This is an optimization exercise on Yosys and OpenROAD, whose aim is small area, a short achievable clock period and few clock cycles per item, not a production implementation. Function was checked by simulation only, so behaviour that the tests miss may differ from the original. Power and IR drop assume default switching activity.

==> flow/design.v <==
module bitwidth16 (
    input  wire [15:0] v,
    output reg  [4:0]  bits
);
    integer i;
    always @* begin
        bits = 5'd0;
        for (i = 0; i < 16; i = i + 1)
            if (v[i])
                bits = i + 1;
    end
endmodule
module filtcore (
    input  wire        clk,
    input  wire        rst,
    input  wire        cmd_valid,
    output wire        cmd_ready,
    input  wire [31:0] cmd_word,
    output wire        rsp_valid,
    input  wire        rsp_ready,
    output wire [31:0] rsp_word,
    output wire [1:0]  err_sticky
);
    reg [15:0] al_l, al_h;       
    reg        cfg_l, cfg_h;
    reg [15:0] last_l, last_h;
    reg [5:0]  al_n;
    reg [3:0]  ash_n;
    reg        cfg_n;
    reg [9:0]  ls_n;             
    reg [1:0]  err_q;
    reg        va;               
    reg [1:0]  ua, oa;
    reg        ia;
    reg [15:0] xa;               
    reg [2:0]  sia;              
    reg        k_hi, k_mid, k_lo;    
    reg        ve;               
    reg        e_l, e_h, e_n;    
    reg        e_cin;            
    reg        e_fin;            
    reg        e_step;           
    reg        e_clr;            
    reg [1:0]  est;              
    reg [22:0] ep;               
    reg [6:0]  eb;               
    reg [15:0] ex;               
    reg        rv;               
    reg [1:0]  rs;
    reg [15:0] rr;               
    wire en = !rv || rsp_ready;
    wire [1:0]  cu = cmd_word[19:18];
    wire [1:0]  co = cmd_word[17:16];
    wire [15:0] cd = cmd_word[15:0];
    wire cill = (cmd_word[31:20] != 12'd0) || (cu == 2'd3) ||
                (co == 2'd3 && cd != 16'd0);
    wire p_go;
    wire a_rel;
    reg rdy_x, rdy_y;
    assign cmd_ready = !rst && (rdy_x || (rdy_y && rsp_ready));
    wire accept = cmd_valid && cmd_ready;
    always @(posedge clk) begin
        if (rst)
            va <= 1'b0;
        else if (accept)
            va <= 1'b1;
        else if (a_rel)
            va <= 1'b0;
    end
    wire        cw;
    wire [15:0] new_al;
    wire        fw      = cw && ua == {1'b0, cu[0]};
    wire        big_new = new_al[15:7] != 9'd0;
    wire        big_c   = fw ? big_new : (cu[0] ? al_h[15:7] != 9'd0 : al_l[15:7] != 9'd0);
    wire        cfg_c   = fw || (cu[0] ? cfg_h : cfg_l);
    wire        slow_c  = !cill && !cu[1] && co == 2'd1 && cfg_c && big_c;
    wire [4:0]  cx_bits;
    bitwidth16 u_bw_x (.v(cd), .bits(cx_bits));
    wire        ncoef = cu == 2'd2 && !co[0];
    wire [4:0]  ck    = ncoef ? 5'd6 : 5'd10;
    wire [3:0]  csa   = (cx_bits > ck) ? cx_bits - ck : 4'd0;
    wire [15:0] cxs   = cd >> csa;
    wire [2:0]  csi   = csa[2:0];
    wire        cnorm = cu == 2'd2 && co == 2'd1;
    always @(posedge clk) begin
        if (accept) begin
            ua  <= cu;
            oa  <= co;
            ia  <= cill;
            xa  <= cnorm ? {6'd0, cxs[9:0]} : ncoef ? {6'd0, csa, cxs[5:0]} : cd;
            sia <= csi;
        end
    end
    always @(posedge clk) begin
        if (accept) begin
            k_hi  <= slow_c;
            k_mid <= 1'b0;
            k_lo  <= 1'b0;
        end else if (p_go) begin
            k_hi  <= 1'b0;
            k_mid <= k_hi;
            k_lo  <= k_mid;
        end
    end
    wire basic   = !ua[1];
    wire is_init = oa == 2'd0;
    wire is_proc = oa == 2'd1;
    wire is_setc = oa == 2'd2;
    wire is_rst  = oa == 2'd3;
    wire [15:0] al_s  = ua[0] ? al_h : al_l;
    wire        cfg_s = ua[1] ? cfg_n : (ua[0] ? cfg_h : cfg_l);
    wire [8:0]  oh_s  = 9'd0 - al_s[15:7];       
    wire step = !ia && is_proc && cfg_s;
    wire fin  = !k_hi && !k_mid;
    assign p_go  = va && en;
    assign a_rel = p_go && fin;
    reg [6:0]  pa, pb;
    reg [15:0] px;
    always @* begin
        if (!basic) begin
            pa = {1'b0, al_n};
            pb = 7'd64 - {1'b0, al_n};
            px = xa;
        end else begin
            px = xa;
            if (k_hi) begin
                pa = {5'd0, al_s[15:14]};
                pb = {5'd0, oh_s[8:7]};
            end else if (k_mid) begin
                pa = al_s[13:7];
                pb = oh_s[6:0];
            end else begin
                pa = al_s[6:0];
                pb = ~al_s[6:0];
            end
        end
    end
    wire [22:0] prod;
    wire [22:0] pca, pcb;
    wire [23:0] prod24;
    mac7x16 u_mac_p (.b(pa), .l(px), .p(23'd0), .c(23'd0), .sa(pca), .sb(pcb), .t(prod24));
    assign prod = prod24[22:0];
    wire [4:0]  nsh  = {1'b0, ash_n} + {2'd0, sia};
    reg [1:0] pst;
    always @* begin
        if (ia)                    pst = 2'd1;
        else if (is_proc && !cfg_s) pst = 2'd2;
        else                       pst = 2'd0;
    end
    assign new_al = xa + 16'd1;
    assign cw = va && !ia && (is_init || is_setc);
    always @(posedge clk) begin
        if (!rst && cw && ua == 2'd0) al_l <= new_al;
        if (!rst && cw && ua == 2'd1) al_h <= new_al;
        if (!rst && cw && ua == 2'd2) begin
            al_n  <= xa[5:0];
            ash_n <= xa[9:6];
        end
    end
    always @(posedge clk) begin
        if (rst) begin
            cfg_l <= 1'b0;
            cfg_h <= 1'b0;
            cfg_n <= 1'b0;
            err_q <= 2'd0;
        end else begin
            if (cw && ua == 2'd0) cfg_l <= 1'b1;
            if (cw && ua == 2'd1) cfg_h <= 1'b1;
            if (cw && ua == 2'd2) cfg_n <= 1'b1;
            if (va && pst == 2'd1) err_q[0] <= 1'b1;
            if (va && pst == 2'd2) err_q[1] <= 1'b1;
        end
    end
    always @(posedge clk) begin
        if (rst)
            ve <= 1'b0;
        else if (en)
            ve <= p_go;
    end
    always @(posedge clk) begin
        if (p_go) begin
            e_l    <= ua == 2'd0;
            e_h    <= ua == 2'd1;
            e_n    <= ua[1];
            e_cin  <= k_mid || k_lo;
            e_fin  <= fin;
            e_step <= step;
            e_clr  <= !ia && (is_init || is_rst);
            est    <= pst;
            ep     <= prod;
            eb     <= pb;
            ex     <= basic ? xa : {11'd0, nsh};
        end
    end
    wire e_go = ve && en;
    wire [15:0] el = ({16{e_l}} & last_l) | ({16{e_h}} & last_h) |
                     ({16{e_n}} & {6'd0, ls_n});
    wire [15:0] ec = {16{e_cin}} & rr;
    wire [22:0] t;
    wire [22:0] ta, tb;          
    wire [23:0] t24;
    mac7x16 u_mac_e (.b(eb), .l(el), .p(ep), .c({ec, 7'd0}), .sa(ta), .sb(tb), .t(t24));
    assign t = t24[22:0];
    wire [16:0] hd  = {1'b0, ex} - {1'b0, t[22:7]};
    wire [15:0] hb  = hd[16] ? 16'd0 : hd[15:0];
    wire [15:0] yb = t[22:7];
    wire [15:0] s   = t[15:0];
    wire [4:0]  e   = ex[4:0];
    wire [31:0] sh  = {16'd0, s} << e;
    reg  [15:0] m_sat, m_big;
    integer i;
    always @* begin
        for (i = 0; i < 16; i = i + 1) begin
            m_sat[i] = i + e >= 22;
            m_big[i] = i + e >= 16;
        end
    end
    wire        sat = (s & m_sat) != 16'd0;
    wire        big = (s & m_big) != 16'd0;
    wire [15:0] yn  = sat ? 16'hFFFF : sh[21:6];
    reg  [3:0]  s_msb;           
    integer k;
    always @* begin
        s_msb = 4'd0;
        for (k = 0; k < 16; k = k + 1)
            if (s[k])
                s_msb = k;
    end
    wire [15:0] nrm = s << (~s_msb);
    wire [9:0]  top = nrm[15:6];
    wire [9:0]  ls_next = sat ? 10'h3FF : big ? top : sh[15:6];
    always @(posedge clk) begin
        if (rst) begin
            last_l <= 16'd0;
            last_h <= 16'd0;
            ls_n   <= 10'd0;
        end else if (e_go) begin
            if (e_fin) begin
                if (e_l) begin
                    if (e_clr) last_l <= 16'd0;
                    else if (e_step) last_l <= yb;
                end
                if (e_h) begin
                    if (e_clr) last_h <= 16'd0;
                    else if (e_step) last_h <= yb;
                end
                if (e_n) begin
                    if (e_clr) ls_n <= 10'd0;
                    else if (e_step) ls_n <= ls_next;
                end
            end
        end
    end
    always @(posedge clk) begin
        if (rst)
            rv <= 1'b0;
        else if (en)
            rv <= e_go && e_fin;
    end
    wire va_n    = !rst && (accept || (va && !a_rel));
    wire k_hi_n  = accept ? slow_c : (p_go ? 1'b0 : k_hi);
    wire k_mid_n = accept ? 1'b0 : (p_go ? k_hi : k_mid);
    wire rv_n    = !rst && (en ? (e_go && e_fin) : rv);
    wire fin_n   = !k_hi_n && !k_mid_n;
    always @(posedge clk) begin
        rdy_x <= !va_n || (fin_n && !rv_n);
        rdy_y <= fin_n;
    end
    always @(posedge clk) begin
        if (e_go) begin
            rs  <= est;
            if (e_fin && !e_step)
                rr <= 16'd0;
            else if (e_fin && e_n)
                rr <= yn;
            else if (e_fin && e_h)
                rr <= hb;
            else if (e_fin)
                rr <= yb;
            else
                rr <= t[15:0];
        end
    end
    assign rsp_valid  = rv && !rst;
    assign rsp_word   = {14'd0, rs, rr};
    assign err_sticky = err_q;
endmodule
module mac7x16 (
    input  wire [6:0]  b,
    input  wire [15:0] l,
    input  wire [22:0] p,
    input  wire [22:0] c,
    output wire [22:0] sa,
    output wire [22:0] sb,
    output wire [23:0] t
);
    wire [22:0] r0 = b[0] ? {7'd0, l}       : 23'd0;
    wire [22:0] r1 = b[1] ? {6'd0, l, 1'd0} : 23'd0;
    wire [22:0] r2 = b[2] ? {5'd0, l, 2'd0} : 23'd0;
    wire [22:0] r3 = b[3] ? {4'd0, l, 3'd0} : 23'd0;
    wire [22:0] r4 = b[4] ? {3'd0, l, 4'd0} : 23'd0;
    wire [22:0] r5 = b[5] ? {2'd0, l, 5'd0} : 23'd0;
    wire [22:0] r6 = b[6] ? {1'd0, l, 6'd0} : 23'd0;
    wire [22:0] s1a = r0 ^ r1 ^ r2;
    wire [22:0] c1a = {(r0 & r1 | r0 & r2 | r1 & r2), 1'b0};
    wire [22:0] s1b = r3 ^ r4 ^ r5;
    wire [22:0] c1b = {(r3 & r4 | r3 & r5 | r4 & r5), 1'b0};
    wire [22:0] s1c = r6 ^ p ^ c;
    wire [22:0] c1c = {(r6 & p | r6 & c | p & c), 1'b0};
    wire [22:0] s2a = s1a ^ c1a ^ s1b;
    wire [22:0] c2a = {(s1a & c1a | s1a & s1b | c1a & s1b), 1'b0};
    wire [22:0] s2b = c1b ^ s1c ^ c1c;
    wire [22:0] c2b = {(c1b & s1c | c1b & c1c | s1c & c1c), 1'b0};
    wire [22:0] s3 = s2a ^ c2a ^ s2b;
    wire [22:0] c3 = {(s2a & c2a | s2a & s2b | c2a & s2b), 1'b0};
    wire [22:0] s4 = s3 ^ c3 ^ c2b;
    wire [22:0] c4 = {(s3 & c3 | s3 & c2b | c3 & c2b), 1'b0};
    assign sa = s4;
    assign sb = c4;
    assign t  = {1'b0, s4} + {1'b0, c4};
endmodule
Settings: LEC_CHECK=0, ABC_AREA=1, CAP_MARGIN=20, CORE_MARGIN=2, CORE_UTILIZATION=60, PLACE_DENSITY=0.7, SLEW_MARGIN=20; clock period 14.0 ns.
standard.sh (not shown) runs the stock make flow with config.mk's settings and CLKGATE_MAP_FILE= SYNTH_SCRIPT=/design/flow/synth_recipe.tcl, a recipe that flattens the netlist after the stock synthesis.
==> flow/flow/run.sh <==
#!/bin/bash
set -euo pipefail
bash standard.sh SYNTH_ARGS=-noabc SETUP_SLACK_MARGIN=7.6 finish > standard.log 2>&1
The first run ran to the end with no violations.
Testbench counts at the start, summed over its fixed seeds: cycles 16,024, items 16,000.
==> next run, changes <==
--- a/flow/design.v
+++ b/flow/design.v
@@ -201,8 +201,15 @@
     wire [23:0] t24;
     mac7x16 u_mac_e (.b(eb), .l(el), .p(ep), .c({ec, 7'd0}), .sa(ta), .sb(tb), .t(t24));
     assign t = t24[22:0];
-    wire [16:0] hd  = {1'b0, ex} - {1'b0, t[22:7]};
-    wire [15:0] hb  = hd[16] ? 16'd0 : hd[15:0];
+    wire        c7  = ({1'b0, ta[6:0]} + {1'b0, tb[6:0]}) >> 7;
+    wire [17:0] hx  = {2'b00, ex};
+    wire [17:0] hna = {2'b11, ~ta[22:7]};
+    wire [17:0] hnb = {2'b11, ~tb[22:7]};
+    wire [17:0] hs  = hx ^ hna ^ hnb;
+    wire [17:0] hc  = {(hx & hna | hx & hnb | hna & hnb), 1'b1};
+    wire [17:0] hd  = hs + hc + {17'd0, !c7};           
+    wire        hneg = t24[23] ? (hd[17] && !hd[16]) : hd[17];
+    wire [15:0] hb  = hneg ? 16'd0 : hd[15:0];
     wire [15:0] yb = t[22:7];
     wire [15:0] s   = t[15:0];
     wire [4:0]  e   = ex[4:0];
=> Final area goes up by 1.4%. Worst setup slack is better by 280 ps. Area after synthesis goes up by 5.3%. Die area goes up by 5.2%. Power goes up by 6.1%. Critical path depth goes down by 8. Count of clock-buffer cells in the layout stays the same. Synthesized cell count goes up by 5.4%. Sequential power goes up by about 0.7%. Non-clock buffer count goes down by 23. Worst hold slack barely changes. Fmax goes up by 4.5%. Final cell count goes up by 4.0%. Sequential cell count is unchanged.
Testbench counts after the change, summed over its fixed seeds: cycles 16,024, items 16,000.

afterwards: timing with drivers on the ports:
In the flow no input, the clock included, has a driving cell. The finished layouts below were timed again as built, in two steps.
Step 1 (the two cells are an assumption about what drives the block):
set clk [get_ports {clk}]
set_driving_cell -lib_cell sky130_fd_sc_hd__clkbuf_16 $clk
set_driving_cell -lib_cell sky130_fd_sc_hd__buf_2 [delete_from_list [all_inputs] $clk]
Step 2, shift: input delay + t, output delay - t, t = (earliest + latest rising clock arrival at the registers) / 2. This alone moves slack from input paths to output paths.
a / b / c = no drivers / after step 1 / after step 2; a / b = the first two.
run	t, ns	slack for setup (ns)	worst hold slack (ns)	worst setup path after step 2	clock arrival spread, ns
the first run	0.498	7.480 / 7.480 / 7.480	0.427 / 0.427 / 0.427	register to register	0.021 / 0.021
the second run	0.496	7.763 / 7.763 / 7.547	0.426 / 0.426 / 0.426	input to register	0.018 / 0.018
After both steps every run listed still meets setup and hold. The setup slack of the second run, which loses most, moves by 0.000 ns with the drivers and by -0.216 ns with both steps.
